From an optimization exercise on the open Yosys and OpenROAD flow, aimed at small area and a short achievable clock period; shortcuts taken in it are not production practice.
Only simulation tests tie the RTL to the original design; equivalence was not proved.

Design conv4, start of the top module:
module conv4 (
    input  wire         clk,
    input  wire         rst,         
    input  wire         in_valid,
    input  wire [55:0]  f,           
    input  wire [55:0]  g,           
    output wire         out_valid,
    output wire [127:0] p            
);
For scale: ~13000 cells after synthesis, ~900 flip-flops, ~240 I/O pins, about 130000 sq um of cells after synthesis.
Settings: LEC_CHECK=0, CAP_MARGIN=20, CORE_MARGIN=2, CORE_UTILIZATION=65, SLEW_MARGIN=20; clock period 24.0 ns.
standard.sh (not shown) runs the stock make flow with config.mk's settings and CLKGATE_MAP_FILE= SYNTH_SCRIPT=/design/flow/synth_recipe.tcl, a recipe that flattens the netlist after the stock synthesis.
==> flow/flow/run.sh <==
#!/bin/bash
# Layout flow: ORFS's standard flow (standard.sh) with two changes:
#  - synthesis is the standard flow's synthesis script with Yosys's pre-mapping "abc -fast"
#    skipped (synth -noabc), so extract_fa sees the RTL's adder cells directly;
#    everything else (registers, flattening, renaming, the final ABC mapping)
#    is unchanged;
#  - the port buffers that buffer_ports inserts are sky130_fd_sc_hd__buf_2.
# Each tool's full output goes to a log file in the work folder.
set -euo pipefail
W=$(pwd)
# synthesis script: the standard flow's, with -noabc added to every synth call
sed 's/yosys synth -nofsm -noshare /yosys synth -nofsm -noshare -noabc /' synth_recipe.tcl > flow_synth.tcl
grep -q -- '-noabc' flow_synth.tcl
sed "s#$W/synth_recipe.tcl#$W/flow_synth.tcl#g" standard.sh > flow_synth.sh
if grep -q 'srcline/synth.tcl' flow_synth.sh; then
  mkdir -p srcline_own
  sed "s#$W/synth_recipe.tcl#$W/flow_synth.tcl#g" srcline/synth.tcl > srcline_own/synth.tcl
  sed -i "s#$W/srcline/synth.tcl#$W/srcline_own/synth.tcl#g" flow_synth.sh
fi
grep -q 'flow_synth.tcl\|srcline_own' flow_synth.sh
bash flow_synth.sh synth > synth.log 2>&1
bash standard.sh 'BUFFER_PORTS_ARGS=-buffer_cell sky130_fd_sc_hd__buf_2' finish > layout.log 2>&1
test -s out/final.def
The starting point completed with no timing, DRC or antenna violations.
==> next run, changes <==
--- a/flow/flow/run.sh
+++ b/flow/flow/run.sh
@@ -1,9 +1,12 @@
 #!/bin/bash
-# Layout flow: ORFS's standard flow (standard.sh) with two changes:
+# Layout flow: ORFS's standard flow (standard.sh) with these changes:
 #  - synthesis is the standard flow's synthesis script with Yosys's pre-mapping "abc -fast"
 #    skipped (synth -noabc), so extract_fa sees the RTL's adder cells directly;
 #    everything else (registers, flattening, renaming, the final ABC mapping)
 #    is unchanged;
-#  - the port buffers that buffer_ports inserts are sky130_fd_sc_hd__buf_2.
+#  - the port buffers that buffer_ports inserts are sky130_fd_sc_hd__buf_2;
+#  - repair_timing (after floorplan, CTS and global routing) works to a setup
+#    slack margin of 17.93 ns (the clock period and the SDC are unchanged), so it
+#    upsizes and buffers the critical paths.
 # Each tool's full output goes to a log file in the work folder.
 set -euo pipefail
@@ -20,4 +23,4 @@
 grep -q 'flow_synth.tcl\|srcline_own' flow_synth.sh
 bash flow_synth.sh synth > synth.log 2>&1
-bash standard.sh 'BUFFER_PORTS_ARGS=-buffer_cell sky130_fd_sc_hd__buf_2' finish > layout.log 2>&1
+bash standard.sh 'BUFFER_PORTS_ARGS=-buffer_cell sky130_fd_sc_hd__buf_2' SETUP_SLACK_MARGIN=17.93 finish > layout.log 2>&1
 test -s out/final.def
Settings changed: CORE_UTILIZATION 65 to 75.
=>
- synthesized area stays the same
- final cell count went down slightly
- final area went up by a few percent
- worst hold slack is worse by 0.0049 ns
- via count is higher by a few percent
- worst setup slack gets better by 0.67 ns
- synthesized cell count is unchanged
==> next run, changes <==
Settings changed: CORE_UTILIZATION 75 to 65.
Outcome: Design area went up by 0.54%; wire length is about the same; critical path depth stays the same; hold slack is better by 0.0042 ns.
==> next run, changes <==
--- a/flow/flow/run.sh
+++ b/flow/flow/run.sh
@@ -7,5 +7,5 @@
 #  - the port buffers that buffer_ports inserts are sky130_fd_sc_hd__buf_2;
 #  - repair_timing (after floorplan, CTS and global routing) works to a setup
-#    slack margin of 17.93 ns (the clock period and the SDC are unchanged), so it
+#    slack margin of 18 ns (the clock period and the SDC are unchanged), so it
 #    upsizes and buffers the critical paths.
 # Each tool's full output goes to a log file in the work folder.
@@ -23,4 +23,4 @@
 grep -q 'flow_synth.tcl\|srcline_own' flow_synth.sh
 bash flow_synth.sh synth > synth.log 2>&1
-bash standard.sh 'BUFFER_PORTS_ARGS=-buffer_cell sky130_fd_sc_hd__buf_2' SETUP_SLACK_MARGIN=17.93 finish > layout.log 2>&1
+bash standard.sh 'BUFFER_PORTS_ARGS=-buffer_cell sky130_fd_sc_hd__buf_2' SETUP_SLACK_MARGIN=18.0 finish > layout.log 2>&1
 test -s out/final.def
Settings changed: CORE_UTILIZATION 65 to 75.
Result: The new run produced a clean layout; hold slack gets worse by 0.0073 ns; worst setup slack gets better by 0.036 ns; clock skew came out lower by 0.0098 ns; first-iteration DRC count came out higher by well over a third.

==> what the ideal ports hide <==
In the flow no input, the clock included, has a driving cell. The finished layouts below were timed again as built, in two steps.
Step 1 assumes that a clkbuf_16 drives the clock port and a buf_2 every other input.
Step 2 also shifts input and output timing later by t, the mid clock arrival at the registers, as if the neighbouring blocks saw the same clock.
Slacks: ideal ports / drivers / drivers and shift; pairs: ideal ports / drivers.
run | shift t [ns] | setup WS [ns] | worst data-port slew with drivers (ns)
the first run | 0.883 | 17.305 / 17.305 / 17.305 | 0.09
the second run | 0.855 | 17.972 / 17.884 / 18.061 | 0.09
the third run | 0.889 | 17.933 / 17.843 / 18.069 | 0.09
the fourth run | 0.858 | 17.969 / 17.879 / 18.100 | 0.09
After both steps every run listed still meets setup and hold.
